This is an optimization exercise on Yosys and OpenROAD, whose aim is small area and a short achievable clock period, not a production implementation.
Function was checked by simulation only, so behaviour that the tests miss may differ from the original.
No activity file was given, so power comes from the tool's default toggle rates.

==> flow/design.v <==
localparam [2:0] OP_ADD  = 3'd0;
localparam [2:0] OP_NOR  = 3'd1;
localparam [2:0] OP_LW   = 3'd2;
localparam [2:0] OP_SW   = 3'd3;
localparam [2:0] OP_BEQ  = 3'd4;
localparam [2:0] OP_JALR = 3'd5;
localparam [2:0] OP_HALT = 3'd6;
localparam [2:0] OP_NOOP = 3'd7;
localparam [31:0] NOOP_WORD = 32'h01C0_0000;
localparam [1:0] ST_RUNNING = 2'd0;
localparam [1:0] ST_HALTED  = 2'd1;
localparam [1:0] ST_FAULTED = 2'd2;
localparam [2:0] FC_FETCH_ADDR = 3'd1;
localparam [2:0] FC_DATA_ADDR  = 3'd2;
localparam [2:0] FC_JALR       = 3'd4;
module branch_resolver (
    input  wire [31:0] exmem_instr,
    input  wire        exmem_eq,
    input  wire [31:0] exmem_branch_target,
    output wire        flush,
    output wire [31:0] flush_target
);
localparam [2:0] OP_ADD  = 3'd0;
localparam [2:0] OP_NOR  = 3'd1;
localparam [2:0] OP_LW   = 3'd2;
localparam [2:0] OP_SW   = 3'd3;
localparam [2:0] OP_BEQ  = 3'd4;
localparam [2:0] OP_JALR = 3'd5;
localparam [2:0] OP_HALT = 3'd6;
localparam [2:0] OP_NOOP = 3'd7;
localparam [31:0] NOOP_WORD = 32'h01C0_0000;
localparam [1:0] ST_RUNNING = 2'd0;
localparam [1:0] ST_HALTED  = 2'd1;
localparam [1:0] ST_FAULTED = 2'd2;
localparam [2:0] FC_FETCH_ADDR = 3'd1;
localparam [2:0] FC_DATA_ADDR  = 3'd2;
localparam [2:0] FC_JALR       = 3'd4;
    assign flush        = (exmem_instr[24:22] == OP_BEQ) && exmem_eq;
    assign flush_target = exmem_branch_target;
endmodule
module hazard_detector (
    input  wire [31:0] idex_instr,
    input  wire [31:0] ifid_instr,
    output wire        stall
);
localparam [2:0] OP_ADD  = 3'd0;
localparam [2:0] OP_NOR  = 3'd1;
localparam [2:0] OP_LW   = 3'd2;
localparam [2:0] OP_SW   = 3'd3;
localparam [2:0] OP_BEQ  = 3'd4;
localparam [2:0] OP_JALR = 3'd5;
localparam [2:0] OP_HALT = 3'd6;
localparam [2:0] OP_NOOP = 3'd7;
localparam [31:0] NOOP_WORD = 32'h01C0_0000;
localparam [1:0] ST_RUNNING = 2'd0;
localparam [1:0] ST_HALTED  = 2'd1;
localparam [1:0] ST_FAULTED = 2'd2;
localparam [2:0] FC_FETCH_ADDR = 3'd1;
localparam [2:0] FC_DATA_ADDR  = 3'd2;
localparam [2:0] FC_JALR       = 3'd4;
    wire [2:0] e_op = idex_instr[24:22];
    wire [2:0] e_rb = idex_instr[18:16];
    wire [2:0] f_op = ifid_instr[24:22];
    wire [2:0] f_ra = ifid_instr[21:19];
    wire [2:0] f_rb = ifid_instr[18:16];
    wire uses_a = (f_op == OP_ADD) || (f_op == OP_NOR) || (f_op == OP_LW) ||
                  (f_op == OP_SW)  || (f_op == OP_BEQ);
    wire uses_b = (f_op == OP_ADD) || (f_op == OP_NOR) ||
                  (f_op == OP_SW)  || (f_op == OP_BEQ);
    assign stall = (e_op == OP_LW) &&
                   ((uses_a && (f_ra == e_rb)) || (uses_b && (f_rb == e_rb)));
endmodule
module fetch_unit #(
    parameter integer MEM_WORDS = 65536
) (
    input  wire [31:0] pc,
    input  wire [31:0] ifid_instr,
    input  wire [31:0] ifid_pcplus1,
    input  wire        stall,
    input  wire        flush,
    input  wire [31:0] flush_target,
    input  wire [31:0] imem_rdata,
    output wire [31:0] imem_addr,
    output reg  [31:0] pc_next,
    output reg  [31:0] ifid_instr_next,
    output reg  [31:0] ifid_pcplus1_next,
    output wire        fetch_fault
);
localparam [2:0] OP_ADD  = 3'd0;
localparam [2:0] OP_NOR  = 3'd1;
localparam [2:0] OP_LW   = 3'd2;
localparam [2:0] OP_SW   = 3'd3;
localparam [2:0] OP_BEQ  = 3'd4;
localparam [2:0] OP_JALR = 3'd5;
localparam [2:0] OP_HALT = 3'd6;
localparam [2:0] OP_NOOP = 3'd7;
localparam [31:0] NOOP_WORD = 32'h01C0_0000;
localparam [1:0] ST_RUNNING = 2'd0;
localparam [1:0] ST_HALTED  = 2'd1;
localparam [1:0] ST_FAULTED = 2'd2;
localparam [2:0] FC_FETCH_ADDR = 3'd1;
localparam [2:0] FC_DATA_ADDR  = 3'd2;
localparam [2:0] FC_JALR       = 3'd4;
    wire pc_out_of_range = ($signed(pc) < 0) || ($signed(pc) >= MEM_WORDS);
    assign imem_addr   = pc;
    assign fetch_fault = !flush && !stall && pc_out_of_range;
    always @(*) begin
        if (flush) begin
            pc_next           = flush_target;
            ifid_instr_next   = NOOP_WORD;
            ifid_pcplus1_next = 32'd0;
        end else if (stall) begin
            pc_next           = pc;
            ifid_instr_next   = ifid_instr;
            ifid_pcplus1_next = ifid_pcplus1;
        end else begin
            pc_next           = pc + 32'd1;
            ifid_instr_next   = imem_rdata;
            ifid_pcplus1_next = pc + 32'd1;
        end
    end
endmodule
module register_file (
    input  wire        clk,
    input  wire        rst,
    input  wire [2:0]  raddr_a,
    input  wire [2:0]  raddr_b,
    input  wire [2:0]  raddr_dbg,
    input  wire        we,
    input  wire [2:0]  waddr,
    input  wire [31:0] wdata,
    output wire [31:0] rdata_a,
    output wire [31:0] rdata_b,
    output wire [31:0] rdata_dbg
);
    reg [31:0] regs [1:7];
    integer i;
    always @(posedge clk) begin
        if (rst) begin
            for (i = 1; i < 8; i = i + 1)
                regs[i] <= 32'd0;
        end else if (we && waddr != 3'd0) begin
            regs[waddr] <= wdata;
        end
    end
    assign rdata_a   = (raddr_a   == 3'd0) ? 32'd0 : regs[raddr_a];
    assign rdata_b   = (raddr_b   == 3'd0) ? 32'd0 : regs[raddr_b];
    assign rdata_dbg = (raddr_dbg == 3'd0) ? 32'd0 : regs[raddr_dbg];
endmodule
module instruction_decoder (
    input  wire [31:0] ifid_instr,
    input  wire [31:0] ifid_pcplus1,
    input  wire        stall,
    input  wire        flush,
    input  wire [31:0] rf_rdata_a,
    input  wire [31:0] rf_rdata_b,
    output wire [2:0]  rf_raddr_a,
    output wire [2:0]  rf_raddr_b,
    output reg  [31:0] idex_instr_next,
    output reg  [31:0] idex_pcplus1_next,
    output reg  [31:0] idex_rega_next,
    output reg  [31:0] idex_regb_next,
    output reg  [31:0] idex_offset_next
);
localparam [2:0] OP_ADD  = 3'd0;
localparam [2:0] OP_NOR  = 3'd1;
localparam [2:0] OP_LW   = 3'd2;
localparam [2:0] OP_SW   = 3'd3;
localparam [2:0] OP_BEQ  = 3'd4;
localparam [2:0] OP_JALR = 3'd5;
localparam [2:0] OP_HALT = 3'd6;
localparam [2:0] OP_NOOP = 3'd7;
localparam [31:0] NOOP_WORD = 32'h01C0_0000;
localparam [1:0] ST_RUNNING = 2'd0;
localparam [1:0] ST_HALTED  = 2'd1;
localparam [1:0] ST_FAULTED = 2'd2;
localparam [2:0] FC_FETCH_ADDR = 3'd1;
localparam [2:0] FC_DATA_ADDR  = 3'd2;
localparam [2:0] FC_JALR       = 3'd4;
    assign rf_raddr_a = ifid_instr[21:19];
    assign rf_raddr_b = ifid_instr[18:16];
    wire [31:0] offset = {{16{ifid_instr[15]}}, ifid_instr[15:0]};
    always @(*) begin
        if (flush || stall) begin
            idex_instr_next   = NOOP_WORD;
            idex_pcplus1_next = 32'd0;
            idex_rega_next    = 32'd0;
            idex_regb_next    = 32'd0;
            idex_offset_next  = 32'd0;
        end else begin
            idex_instr_next   = ifid_instr;
            idex_pcplus1_next = ifid_pcplus1;
            idex_rega_next    = rf_rdata_a;
            idex_regb_next    = rf_rdata_b;
            idex_offset_next  = offset;
        end
    end
endmodule
module forwarding_mux (
    input  wire [31:0] idex_instr,
    input  wire [31:0] idex_rega,
    input  wire [31:0] idex_regb,
    input  wire [31:0] exmem_instr,
    input  wire [31:0] exmem_alu_result,
    input  wire [31:0] memwb_instr,
    input  wire [31:0] memwb_write_data,
    input  wire [31:0] wbend_instr,
    input  wire [31:0] wbend_write_data,
    output reg  [31:0] op_a,
    output reg  [31:0] op_b
);
localparam [2:0] OP_ADD  = 3'd0;
localparam [2:0] OP_NOR  = 3'd1;
localparam [2:0] OP_LW   = 3'd2;
localparam [2:0] OP_SW   = 3'd3;
localparam [2:0] OP_BEQ  = 3'd4;
localparam [2:0] OP_JALR = 3'd5;
localparam [2:0] OP_HALT = 3'd6;
localparam [2:0] OP_NOOP = 3'd7;
localparam [31:0] NOOP_WORD = 32'h01C0_0000;
localparam [1:0] ST_RUNNING = 2'd0;
localparam [1:0] ST_HALTED  = 2'd1;
localparam [1:0] ST_FAULTED = 2'd2;
localparam [2:0] FC_FETCH_ADDR = 3'd1;
localparam [2:0] FC_DATA_ADDR  = 3'd2;
localparam [2:0] FC_JALR       = 3'd4;
    wire [2:0] ex_op = exmem_instr[24:22];
    wire [2:0] mw_op = memwb_instr[24:22];
    wire [2:0] wb_op = wbend_instr[24:22];
    wire       ex_wr  = (ex_op == OP_ADD) || (ex_op == OP_NOR);
    wire [2:0] ex_dst = exmem_instr[2:0];
    wire       mw_wr  = (mw_op == OP_ADD) || (mw_op == OP_NOR) || (mw_op == OP_LW);
    wire [2:0] mw_dst = (mw_op == OP_LW) ? memwb_instr[18:16] : memwb_instr[2:0];
    wire       wb_wr  = (wb_op == OP_ADD) || (wb_op == OP_NOR) || (wb_op == OP_LW);
    wire [2:0] wb_dst = (wb_op == OP_LW) ? wbend_instr[18:16] : wbend_instr[2:0];
    wire [2:0] idx_a = idex_instr[21:19];
    wire [2:0] idx_b = idex_instr[18:16];
    always @(*) begin
        if (idx_a == 3'd0)                op_a = idex_rega;
        else if (ex_wr && ex_dst == idx_a) op_a = exmem_alu_result;
        else if (mw_wr && mw_dst == idx_a) op_a = memwb_write_data;
        else if (wb_wr && wb_dst == idx_a) op_a = wbend_write_data;
        else                               op_a = idex_rega;
        if (idx_b == 3'd0)                op_b = idex_regb;
        else if (ex_wr && ex_dst == idx_b) op_b = exmem_alu_result;
        else if (mw_wr && mw_dst == idx_b) op_b = memwb_write_data;
        else if (wb_wr && wb_dst == idx_b) op_b = wbend_write_data;
        else                               op_b = idex_regb;
    end
endmodule
module execute_alu (
    input  wire [31:0] idex_instr,
    input  wire [31:0] idex_pcplus1,
    input  wire [31:0] idex_offset,
    input  wire [31:0] op_a,
    input  wire [31:0] op_b,
    input  wire        flush,
    output reg  [31:0] exmem_instr_next,
    output reg  [31:0] exmem_branch_target_next,
    output reg         exmem_eq_next,
    output reg  [31:0] exmem_alu_result_next,
    output reg  [31:0] exmem_store_data_next
);
localparam [2:0] OP_ADD  = 3'd0;
localparam [2:0] OP_NOR  = 3'd1;
localparam [2:0] OP_LW   = 3'd2;
localparam [2:0] OP_SW   = 3'd3;
localparam [2:0] OP_BEQ  = 3'd4;
localparam [2:0] OP_JALR = 3'd5;
localparam [2:0] OP_HALT = 3'd6;
localparam [2:0] OP_NOOP = 3'd7;
localparam [31:0] NOOP_WORD = 32'h01C0_0000;
localparam [1:0] ST_RUNNING = 2'd0;
localparam [1:0] ST_HALTED  = 2'd1;
localparam [1:0] ST_FAULTED = 2'd2;
localparam [2:0] FC_FETCH_ADDR = 3'd1;
localparam [2:0] FC_DATA_ADDR  = 3'd2;
localparam [2:0] FC_JALR       = 3'd4;
    always @(*) begin
        exmem_instr_next         = idex_instr;
        exmem_branch_target_next = 32'd0;
        exmem_eq_next            = 1'b0;
        exmem_alu_result_next    = 32'd0;
        exmem_store_data_next    = 32'd0;
        if (flush) begin
            exmem_instr_next = NOOP_WORD;
        end else begin
            case (idex_instr[24:22])
                OP_ADD: exmem_alu_result_next = op_a + op_b;
                OP_NOR: exmem_alu_result_next = ~(op_a | op_b);
                OP_LW:  exmem_alu_result_next = op_a + idex_offset;
                OP_SW: begin
                    exmem_alu_result_next = op_a + idex_offset;
                    exmem_store_data_next = op_b;
                end
                OP_BEQ: begin
                    exmem_eq_next            = (op_a == op_b);
                    exmem_branch_target_next = idex_pcplus1 + idex_offset;
                end
                default: ;
            endcase
        end
    end
endmodule
module memory_load_store #(
    parameter integer MEM_WORDS = 65536
) (
    input  wire [31:0] exmem_instr,
    input  wire [31:0] exmem_alu_result,
    input  wire [31:0] exmem_store_data,
    input  wire [31:0] dmem_rdata,
    output wire [31:0] dmem_addr,
    output wire        dmem_write,
    output wire [31:0] dmem_wdata,
    output reg  [31:0] memwb_instr_next,
    output reg  [31:0] memwb_write_data_next,
    output reg         mem_fault,
    output reg  [2:0]  mem_fault_code,
    output reg  [31:0] mem_fault_info
);
localparam [2:0] OP_ADD  = 3'd0;
localparam [2:0] OP_NOR  = 3'd1;
localparam [2:0] OP_LW   = 3'd2;
localparam [2:0] OP_SW   = 3'd3;
localparam [2:0] OP_BEQ  = 3'd4;
localparam [2:0] OP_JALR = 3'd5;
localparam [2:0] OP_HALT = 3'd6;
localparam [2:0] OP_NOOP = 3'd7;
localparam [31:0] NOOP_WORD = 32'h01C0_0000;
localparam [1:0] ST_RUNNING = 2'd0;
localparam [1:0] ST_HALTED  = 2'd1;
localparam [1:0] ST_FAULTED = 2'd2;
localparam [2:0] FC_FETCH_ADDR = 3'd1;
localparam [2:0] FC_DATA_ADDR  = 3'd2;
localparam [2:0] FC_JALR       = 3'd4;
    wire [2:0] op = exmem_instr[24:22];
    wire addr_bad = ($signed(exmem_alu_result) < 0) ||
                    ($signed(exmem_alu_result) >= MEM_WORDS);
    assign dmem_addr  = exmem_alu_result;
    assign dmem_write = (op == OP_SW) && !addr_bad;
    assign dmem_wdata = exmem_store_data;
    always @(*) begin
        memwb_instr_next      = exmem_instr;
        memwb_write_data_next = 32'd0;
        mem_fault             = 1'b0;
        mem_fault_code        = 3'd0;
        mem_fault_info        = 32'd0;
        case (op)
            OP_LW, OP_SW: begin
                if (addr_bad) begin
                    mem_fault      = 1'b1;
                    mem_fault_code = FC_DATA_ADDR;
                    mem_fault_info = exmem_alu_result;
                end else if (op == OP_LW) begin
                    memwb_write_data_next = dmem_rdata;
                end
            end
            OP_ADD, OP_NOR: memwb_write_data_next = exmem_alu_result;
            OP_JALR: begin
                mem_fault      = 1'b1;
                mem_fault_code = FC_JALR;
                mem_fault_info = exmem_instr;
            end
            default: ;
        endcase
    end
endmodule
module writeback_stage (
    input  wire [31:0] memwb_instr,
    input  wire [31:0] memwb_write_data,
    output reg         rf_we,
    output reg  [2:0]  rf_waddr,
    output wire [31:0] rf_wdata,
    output wire [31:0] wbend_instr_next,
    output wire [31:0] wbend_write_data_next
);
localparam [2:0] OP_ADD  = 3'd0;
localparam [2:0] OP_NOR  = 3'd1;
localparam [2:0] OP_LW   = 3'd2;
localparam [2:0] OP_SW   = 3'd3;
localparam [2:0] OP_BEQ  = 3'd4;
localparam [2:0] OP_JALR = 3'd5;
localparam [2:0] OP_HALT = 3'd6;
localparam [2:0] OP_NOOP = 3'd7;
localparam [31:0] NOOP_WORD = 32'h01C0_0000;
localparam [1:0] ST_RUNNING = 2'd0;
localparam [1:0] ST_HALTED  = 2'd1;
localparam [1:0] ST_FAULTED = 2'd2;
localparam [2:0] FC_FETCH_ADDR = 3'd1;
localparam [2:0] FC_DATA_ADDR  = 3'd2;
localparam [2:0] FC_JALR       = 3'd4;
    always @(*) begin
        case (memwb_instr[24:22])
            OP_ADD, OP_NOR: begin rf_we = 1'b1; rf_waddr = memwb_instr[2:0];   end
            OP_LW:          begin rf_we = 1'b1; rf_waddr = memwb_instr[18:16]; end
            default:        begin rf_we = 1'b0; rf_waddr = 3'd0;               end
        endcase
        if (rf_waddr == 3'd0)
            rf_we = 1'b0;
    end
    assign rf_wdata              = memwb_write_data;
    assign wbend_instr_next      = memwb_instr;
    assign wbend_write_data_next = memwb_write_data;
endmodule
module pipeline_registers (
    input  wire        clk,
    input  wire        rst,
    input  wire [31:0] pc_next,
    input  wire [31:0] ifid_instr_next,
    input  wire [31:0] ifid_pcplus1_next,
    input  wire [31:0] idex_instr_next,
    input  wire [31:0] idex_pcplus1_next,
    input  wire [31:0] idex_rega_next,
    input  wire [31:0] idex_regb_next,
    input  wire [31:0] idex_offset_next,
    input  wire [31:0] exmem_instr_next,
    input  wire [31:0] exmem_branch_target_next,
    input  wire        exmem_eq_next,
    input  wire [31:0] exmem_alu_result_next,
    input  wire [31:0] exmem_store_data_next,
    input  wire [31:0] memwb_instr_next,
    input  wire [31:0] memwb_write_data_next,
    input  wire [31:0] wbend_instr_next,
    input  wire [31:0] wbend_write_data_next,
    input  wire        fault,
    input  wire [2:0]  fault_code_in,
    input  wire [31:0] fault_info_in,
    output reg  [31:0] pc,
    output reg  [31:0] ifid_instr,
    output reg  [31:0] ifid_pcplus1,
    output reg  [31:0] idex_instr,
    output reg  [31:0] idex_pcplus1,
    output reg  [31:0] idex_rega,
    output reg  [31:0] idex_regb,
    output reg  [31:0] idex_offset,
    output reg  [31:0] exmem_instr,
    output reg  [31:0] exmem_branch_target,
    output reg         exmem_eq,
    output reg  [31:0] exmem_alu_result,
    output reg  [31:0] exmem_store_data,
    output reg  [31:0] memwb_instr,
    output reg  [31:0] memwb_write_data,
    output reg  [31:0] wbend_instr,
    output reg  [31:0] wbend_write_data,
    output wire        halt_seen,
    output wire        commit,
    output reg  [1:0]  status,
    output reg  [31:0] cycles,
    output reg  [2:0]  fault_code,
    output reg  [31:0] fault_info
);
localparam [2:0] OP_ADD  = 3'd0;
localparam [2:0] OP_NOR  = 3'd1;
localparam [2:0] OP_LW   = 3'd2;
localparam [2:0] OP_SW   = 3'd3;
localparam [2:0] OP_BEQ  = 3'd4;
localparam [2:0] OP_JALR = 3'd5;
localparam [2:0] OP_HALT = 3'd6;
localparam [2:0] OP_NOOP = 3'd7;
localparam [31:0] NOOP_WORD = 32'h01C0_0000;
localparam [1:0] ST_RUNNING = 2'd0;
localparam [1:0] ST_HALTED  = 2'd1;
localparam [1:0] ST_FAULTED = 2'd2;
localparam [2:0] FC_FETCH_ADDR = 3'd1;
localparam [2:0] FC_DATA_ADDR  = 3'd2;
localparam [2:0] FC_JALR       = 3'd4;
    wire running = (status == ST_RUNNING);
    assign halt_seen = (memwb_instr[24:22] == OP_HALT);
    assign commit    = running && !halt_seen && !fault;
    always @(posedge clk) begin
        if (rst) begin
            pc                  <= 32'd0;
            ifid_instr          <= NOOP_WORD;
            ifid_pcplus1        <= 32'd0;
            idex_instr          <= NOOP_WORD;
            idex_pcplus1        <= 32'd0;
            idex_rega           <= 32'd0;
            idex_regb           <= 32'd0;
            idex_offset         <= 32'd0;
            exmem_instr         <= NOOP_WORD;
            exmem_branch_target <= 32'd0;
            exmem_eq            <= 1'b0;
            exmem_alu_result    <= 32'd0;
            exmem_store_data    <= 32'd0;
            memwb_instr         <= NOOP_WORD;
            memwb_write_data    <= 32'd0;
            wbend_instr         <= NOOP_WORD;
            wbend_write_data    <= 32'd0;
            status              <= ST_RUNNING;
            cycles              <= 32'd0;
            fault_code          <= 3'd0;
            fault_info          <= 32'd0;
        end else if (running) begin
            if (halt_seen) begin
                status <= ST_HALTED;
            end else if (fault) begin
                status     <= ST_FAULTED;
                fault_code <= fault_code_in;
                fault_info <= fault_info_in;
            end else begin
                pc                  <= pc_next;
                ifid_instr          <= ifid_instr_next;
                ifid_pcplus1        <= ifid_pcplus1_next;
                idex_instr          <= idex_instr_next;
                idex_pcplus1        <= idex_pcplus1_next;
                idex_rega           <= idex_rega_next;
                idex_regb           <= idex_regb_next;
                idex_offset         <= idex_offset_next;
                exmem_instr         <= exmem_instr_next;
                exmem_branch_target <= exmem_branch_target_next;
                exmem_eq            <= exmem_eq_next;
                exmem_alu_result    <= exmem_alu_result_next;
                exmem_store_data    <= exmem_store_data_next;
                memwb_instr         <= memwb_instr_next;
                memwb_write_data    <= memwb_write_data_next;
                wbend_instr         <= wbend_instr_next;
                wbend_write_data    <= wbend_write_data_next;
                cycles              <= cycles + 32'd1;
            end
        end
    end
endmodule
module lc2k_core (
    input  wire        clk,
    input  wire        rst,
    output wire [15:0] imem_addr,
    input  wire [31:0] imem_rdata,
    output wire [15:0] dmem_addr,
    output wire        dmem_we,
    output wire [31:0] dmem_wdata,
    input  wire [31:0] dmem_rdata,
    input  wire [2:0]  dbg_reg_addr,
    output wire [31:0] dbg_reg_data,
    output wire [1:0]  status,
    output wire [31:0] cycles,
    output wire [2:0]  fault_code,
    output wire [31:0] fault_info
);
    localparam integer MEM_WORDS = 65536;
    wire [31:0] pc;
    wire [31:0] ifid_instr, ifid_pcplus1;
    wire [31:0] idex_instr, idex_pcplus1, idex_rega, idex_regb, idex_offset;
    wire [31:0] exmem_instr, exmem_branch_target, exmem_alu_result, exmem_store_data;
    wire        exmem_eq;
    wire [31:0] memwb_instr, memwb_write_data;
    wire [31:0] wbend_instr, wbend_write_data;
    wire        halt_seen, commit;
    wire [31:0] pc_next, ifid_instr_next, ifid_pcplus1_next;
    wire [31:0] idex_instr_next, idex_pcplus1_next, idex_rega_next, idex_regb_next, idex_offset_next;
    wire [31:0] exmem_instr_next, exmem_branch_target_next, exmem_alu_result_next, exmem_store_data_next;
    wire        exmem_eq_next;
    wire [31:0] memwb_instr_next, memwb_write_data_next;
    wire [31:0] wbend_instr_next, wbend_write_data_next;
    wire        stall, flush;
    wire [31:0] flush_target;
    wire [31:0] op_a, op_b;
    wire        fetch_fault, mem_fault;
    wire [2:0]  mem_fault_code;
    wire [31:0] mem_fault_info;
    wire [31:0] imem_addr_full, dmem_addr_full;
    wire        dmem_write;
    wire [2:0]  rf_raddr_a, rf_raddr_b, rf_waddr;
    wire [31:0] rf_rdata_a, rf_rdata_b, rf_wdata;
    wire        rf_we;
    wire        fault      = mem_fault || fetch_fault;
    wire [2:0]  fault_code_in = mem_fault ? mem_fault_code : 3'd1;
    wire [31:0] fault_info_in = mem_fault ? mem_fault_info : pc;
    branch_resolver u_branch (
        .exmem_instr(exmem_instr), .exmem_eq(exmem_eq),
        .exmem_branch_target(exmem_branch_target),
        .flush(flush), .flush_target(flush_target)
    );
    hazard_detector u_hazard (
        .idex_instr(idex_instr), .ifid_instr(ifid_instr), .stall(stall)
    );
    fetch_unit #(.MEM_WORDS(MEM_WORDS)) u_fetch (
        .pc(pc), .ifid_instr(ifid_instr), .ifid_pcplus1(ifid_pcplus1),
        .stall(stall), .flush(flush), .flush_target(flush_target),
        .imem_rdata(imem_rdata), .imem_addr(imem_addr_full),
        .pc_next(pc_next), .ifid_instr_next(ifid_instr_next),
        .ifid_pcplus1_next(ifid_pcplus1_next), .fetch_fault(fetch_fault)
    );
    register_file u_rf (
        .clk(clk), .rst(rst),
        .raddr_a(rf_raddr_a), .raddr_b(rf_raddr_b), .raddr_dbg(dbg_reg_addr),
        .we(rf_we && commit), .waddr(rf_waddr), .wdata(rf_wdata),
        .rdata_a(rf_rdata_a), .rdata_b(rf_rdata_b), .rdata_dbg(dbg_reg_data)
    );
    instruction_decoder u_decode (
        .ifid_instr(ifid_instr), .ifid_pcplus1(ifid_pcplus1),
        .stall(stall), .flush(flush),
        .rf_rdata_a(rf_rdata_a), .rf_rdata_b(rf_rdata_b),
        .rf_raddr_a(rf_raddr_a), .rf_raddr_b(rf_raddr_b),
        .idex_instr_next(idex_instr_next), .idex_pcplus1_next(idex_pcplus1_next),
        .idex_rega_next(idex_rega_next), .idex_regb_next(idex_regb_next),
        .idex_offset_next(idex_offset_next)
    );
    forwarding_mux u_fwd (
        .idex_instr(idex_instr), .idex_rega(idex_rega), .idex_regb(idex_regb),
        .exmem_instr(exmem_instr), .exmem_alu_result(exmem_alu_result),
        .memwb_instr(memwb_instr), .memwb_write_data(memwb_write_data),
        .wbend_instr(wbend_instr), .wbend_write_data(wbend_write_data),
        .op_a(op_a), .op_b(op_b)
    );
    execute_alu u_exec (
        .idex_instr(idex_instr), .idex_pcplus1(idex_pcplus1), .idex_offset(idex_offset),
        .op_a(op_a), .op_b(op_b), .flush(flush),
        .exmem_instr_next(exmem_instr_next),
        .exmem_branch_target_next(exmem_branch_target_next),
        .exmem_eq_next(exmem_eq_next),
        .exmem_alu_result_next(exmem_alu_result_next),
        .exmem_store_data_next(exmem_store_data_next)
    );
    memory_load_store #(.MEM_WORDS(MEM_WORDS)) u_mem (
        .exmem_instr(exmem_instr), .exmem_alu_result(exmem_alu_result),
        .exmem_store_data(exmem_store_data), .dmem_rdata(dmem_rdata),
        .dmem_addr(dmem_addr_full), .dmem_write(dmem_write), .dmem_wdata(dmem_wdata),
        .memwb_instr_next(memwb_instr_next), .memwb_write_data_next(memwb_write_data_next),
        .mem_fault(mem_fault), .mem_fault_code(mem_fault_code), .mem_fault_info(mem_fault_info)
    );
    writeback_stage u_wb (
        .memwb_instr(memwb_instr), .memwb_write_data(memwb_write_data),
        .rf_we(rf_we), .rf_waddr(rf_waddr), .rf_wdata(rf_wdata),
        .wbend_instr_next(wbend_instr_next), .wbend_write_data_next(wbend_write_data_next)
    );
    pipeline_registers u_regs (
        .clk(clk), .rst(rst),
        .pc_next(pc_next),
        .ifid_instr_next(ifid_instr_next), .ifid_pcplus1_next(ifid_pcplus1_next),
        .idex_instr_next(idex_instr_next), .idex_pcplus1_next(idex_pcplus1_next),
        .idex_rega_next(idex_rega_next), .idex_regb_next(idex_regb_next),
        .idex_offset_next(idex_offset_next),
        .exmem_instr_next(exmem_instr_next),
        .exmem_branch_target_next(exmem_branch_target_next),
        .exmem_eq_next(exmem_eq_next),
        .exmem_alu_result_next(exmem_alu_result_next),
        .exmem_store_data_next(exmem_store_data_next),
        .memwb_instr_next(memwb_instr_next), .memwb_write_data_next(memwb_write_data_next),
        .wbend_instr_next(wbend_instr_next), .wbend_write_data_next(wbend_write_data_next),
        .fault(fault), .fault_code_in(fault_code_in), .fault_info_in(fault_info_in),
        .pc(pc),
        .ifid_instr(ifid_instr), .ifid_pcplus1(ifid_pcplus1),
        .idex_instr(idex_instr), .idex_pcplus1(idex_pcplus1),
        .idex_rega(idex_rega), .idex_regb(idex_regb), .idex_offset(idex_offset),
        .exmem_instr(exmem_instr), .exmem_branch_target(exmem_branch_target),
        .exmem_eq(exmem_eq), .exmem_alu_result(exmem_alu_result),
        .exmem_store_data(exmem_store_data),
        .memwb_instr(memwb_instr), .memwb_write_data(memwb_write_data),
        .wbend_instr(wbend_instr), .wbend_write_data(wbend_write_data),
        .halt_seen(halt_seen), .commit(commit),
        .status(status), .cycles(cycles), .fault_code(fault_code), .fault_info(fault_info)
    );
    assign imem_addr = imem_addr_full[15:0];
    assign dmem_addr = dmem_addr_full[15:0];
    assign dmem_we   = dmem_write && commit;
endmodule
==> flow/run.sh <==
#!/bin/bash
# synth_recipe.tcl (not shown) runs the flow's synth.tcl, then flattens the netlist and writes it again
# the make line also repeats each setting of config.mk as NAME=value (left out here)
make -C /OpenROAD-flow-scripts/flow DESIGN_CONFIG=/design/flow/config.mk WORK_HOME=/design/flow/orfs CLKGATE_MAP_FILE= SYNTH_SCRIPT=/design/flow/synth_recipe.tcl finish
==> flow/config.mk <==
export PLATFORM = sky130hd
export DESIGN_NAME = lc2k_core
export DESIGN_NICKNAME = lc2k_core
export VERILOG_FILES = /design/flow/design.v
export SDC_FILE = /design/flow/constraint.sdc
export NUM_CORES = 4
export LEC_CHECK = 0
export CAP_MARGIN = 20
export CORE_MARGIN = 2
export CORE_UTILIZATION = 40
export PLACE_DENSITY = 0.6
export SLEW_MARGIN = 20
==> flow/constraint.sdc <==
create_clock -name core_clock -period 8.0 [get_ports {clk}]
set_input_delay 1.6000 -clock core_clock [delete_from_list [all_inputs] [get_ports {clk}]]
set_output_delay 1.6000 -clock core_clock [all_outputs]
set_load 0.01 [all_outputs]
==> notes.md <==
[power breakdown]
| group | leakage [nW] | switching, mW | internal, mW |
|---|---|---|---|
| Sequential | 6.78 | 0.791 | 4.57 |
| Clock | 1.45 | 1.67 | 2.51 |
| Combinational | 9.05 | 4.84 | 2.93 |
[logic make-up (layout without fill, tap and decap cells)]
kind of cell             count (synthesis)  in the layout  share of synthesized area
AND/OR/NAND/NOR                       1401           1401                      0.163
AO/OA/AOI/OAI                         1020           1020                      0.160
flip-flops                             766            766                      0.440
buffers and inverters                  479            544                     0.0484
multiplexers                           329            329                      0.133
XOR/XNOR                               119            119                     0.0256
adder cells (fa/ha/maj)                 99             99                     0.0308
other                                    1             32                  0.0000921
[worst min-delay path: stages (launching register included)]
cell,delay (ns)
sky130_fd_sc_hd__dfxtp_1,0.31
sky130_fd_sc_hd__nand2_1,0.05
sky130_fd_sc_hd__o21ai_1,0.05
[metal layers]
metal	global-route usage	vias up	part of all wire
met3	0.0423	174	0.080
met5	0	-	0
met1	0.364	16635	0.43
met4	0.0719	0	0.024
li1	-	15338	-
met2	0.421	1409	0.47
[path summary, 6_finish.rpt]
check	slack, ns	cells past startpoint	start	endpoint
worst max-delay path	1.61	23	u_regs.wbend_instr[24]$_SDFFE_PP1P_	u_regs.exmem_alu_result[30]$_SDFFE_PP0P_
worst min-delay path	0.45	2	u_regs.exmem_store_data[27]$_SDFFE_PP0P_	u_regs.exmem_store_data[27]$_SDFFE_PP0P_
worst max register to register	1.61	23	u_regs.wbend_instr[24]$_SDFFE_PP1P_	u_regs.exmem_alu_result[30]$_SDFFE_PP0P_
worst min register to register	0.45	2	u_regs.exmem_store_data[27]$_SDFFE_PP0P_	u_regs.exmem_store_data[27]$_SDFFE_PP0P_
[through the flow]
stage,worst slack [ns],power [mW]
2_1_floorplan,2.93,10.6
3_3_place_gp,1.74,13.0
3_5_place_dp,1.74,13.0
4_1_cts,1.72,17.3
5_1_grt,1.12,18.3
6_report,1.61,17.3
[synthesized netlist by cell type (all sizes together), types with 8 or more instances]
cell	count	area [um2]
inv	85	319
and3	30	188
nor2	406	1530
nor3	65	330
o21bai	14	105
mux2i	72	724
xnor2	46	403
and2	249	1560
xor2	73	639
or2	11	68.8
nor2b	10	62.6
nand3	141	706
buf	127	649
ha	97	1210
a21o	40	300
mux4	160	3600
dfxtp	510	10200
clkbuf	267	1000
a22oi	182	1370
nand2b	18	113
a311oi	18	158
a22o	12	105
a221oi	72	631
or3	14	87.6
a211oi	77	578
o21a	8	60.1
nand3b	11	82.6
nand4	19	119
a31oi	18	113
nor4	20	153
a21oi	373	1870
o22ai	12	75.1
o21ai	150	751
edfxtp	256	7690
mux2	97	1090
nand2	388	1460
[cell type report]
class / instances / share of cell area
inverter: 85 / 0.00681
timing repair buffer: 300 / 0.0616
tap: 1368 / 0.0365
sequential: 766 / 0.382
clock buffer: 132 / 0.0549
clock inverter: 27 / 0.00843
multi-input combinational: 3000 / 0.450
==> out/results.ini <==
[outcome]
run_status = complete, no violations

[final_layout]
area_of_combinational_cells_with_multiple_inputs_um2 = 21100
layout.cells.most_common = sky130_fd_sc_hd__dfxtp_1
number_of_flip_flops_in_the_largest_register = 256
ff_latch_area_um2 = 17900
final_util = 0.463
layout_common_cells = 504 x sky130_fd_sc_hd__dfxtp_1, 396 x sky130_fd_sc_hd__nor2_1, 386 x sky130_fd_sc_hd__nand2_1
num-nets-final = 4407
ant_cells = 0
fin_area_um2 = 46900
stdcell_count = 5678
filler_cell_count = 9603
synthToLayoutAreaGrowth_pct = 15.2
register_with_the_most_flip_flops = u_rf.regs
drive_gt1_frac = 0.119

[route]
detailedRoute.firstPassIterationCount = 8
via_count = 33556
remaining_drc_errors = 0
avgViaCountPerCell = 5.91
drt_wirelength_mm = 139
wl_per_cell_um = 24.5
detail_route.iter0.violations = 3581
drtAntennaViolNets = 0

[critical_path]
cp_top_family = compound AO/OA/AOI/OAI gates
worst_setup_path_end_kind = flip-flop
worst-endpoint-required_ns = 8.55
worst-path-max-fanout = 22
crit_path_start_kind = flip-flop
slowest_stage = sky130_fd_sc_hd__nand3_2
critPathMaxStageDelay_ns = 0.68
ordered_cell_list_for_the_critical_path = or3b_1 -> mux2i_1 -> xor2_1 -> nand3_2 -> mux2i_1 -> a211oi_1 -> a21oi_1 -> nand2_1 -> o21ai_1 -> o21ai_1 -> ha_1 -> inv_1 -> fa_1 -> nor2b_1 -> o31a_1 -> o31ai_1 -> a21oi_1 -> a211oi_1 -> o31ai_1 -> and2_1 -> o311ai_1 -> nor4b_1 -> a211o_1
timing.critical_path.arrival_ns = 6.93
critPathBufInv = 1
timing_worst_setup_path_type = flip-flop to flip-flop

[global_route]
grt_overflow = 0
grt_start_max_net_pins = 192
global_route_wire_length_before_repair_mm = 206
grt_antenna_before_repair = 3
grt_pass1_vias = 31590
global_route.usage.total = 0.261

[clock_network]
clkSinkCount = 766
cts_resized = 0
cts_tree = built
htree_num_levels = 3
clock_tree.buffer_depth = 3
post-cts-setup-buffers = 0
clkTransAtPathRegs_ns = 0.06
cts.hold.buffers_added = 0
clk-insertion-delay-late_ns = 0.66
clock-root-buffer = sky130_fd_sc_hd__clkbuf_16
cts_inserted_buffers = 86

[place]
post_dp_cell_area_um2 = 43900
io_buffers = 234
place_inst = 5518
dpl_hpwl_mm = 91.8
place.gp.congestion = 0.910

[die]
die_y_um = 323
dieWidth_um = 323
coreArea_um2 = 101000
placementRows = 117
die_area_um2 = 104000
boundaryPins = 235
initial_utilization = 0.402

[power_and_ir_drop]
max_vdd_drop_v = 0.000362
power-per-cell-area_nw_per_um2 = 370
leakagePower_nw = 17.3

[timing]
worst_slew_margin_rel = 0.233
max_freq_mhz = 157
fin_setup_tns_ns = 0
rsz0062_at_grt = false
final_min_period_over_clock_period = 0.798
setup_viol = 0
clock_skew_ns = 0.0256
timing.final.crit_period_ns = 6.39
worst-slew-pin-transition_ns = 1.14
final_hold_viol_count = 0
finalMaxSlewViolations = 0
fin_hold_ws_ns = 0.445

[synthesis]
yosys.cell_types.count = 81
synth_enable_flop_cells = 256
netlist_instances = 4214
seq_area_frac_synth = 0.440
mean_instance_size_in_the_synthesized_netlist_um2 = 9.66
synth-warning-count = 8
synth.cell_area_um2 = 40700
synthFlopType = sky130_fd_sc_hd__dfxtp_1
postSynth.asyncResetShare = 0
synth_seq_cells = 766

[min_path]
hold_path_class = flip-flop to flip-flop

[run]
cap_violations = 0

-- what the ideal ports hide --
The flow's constraints put no driver on any port. The routed layout listed below was extracted and timed again, unchanged, in two steps. Step 1, drivers: a clkbuf_16 drives clk and a buf_2 each remaining input, both assumed. Step 2 adds t to the input delays and takes it off the output delays; t is the mean of the earliest and latest rising clock arrival at the registers after step 1. Input paths then give back, and output paths get back, about the clock's delay inside the block. a / b / c = no drivers / after step 1 / after step 2; a / b = the first two.
shift t [ns]: 0.719
slack for setup (ns): 1.614 / 1.614 / 1.614
worst data-port slew with drivers (ns): 0.10
After both steps setup and hold are still met in this run. For this run, drivers alone change the setup slack by 0.000 ns; drivers and shift together by 0.000 ns.
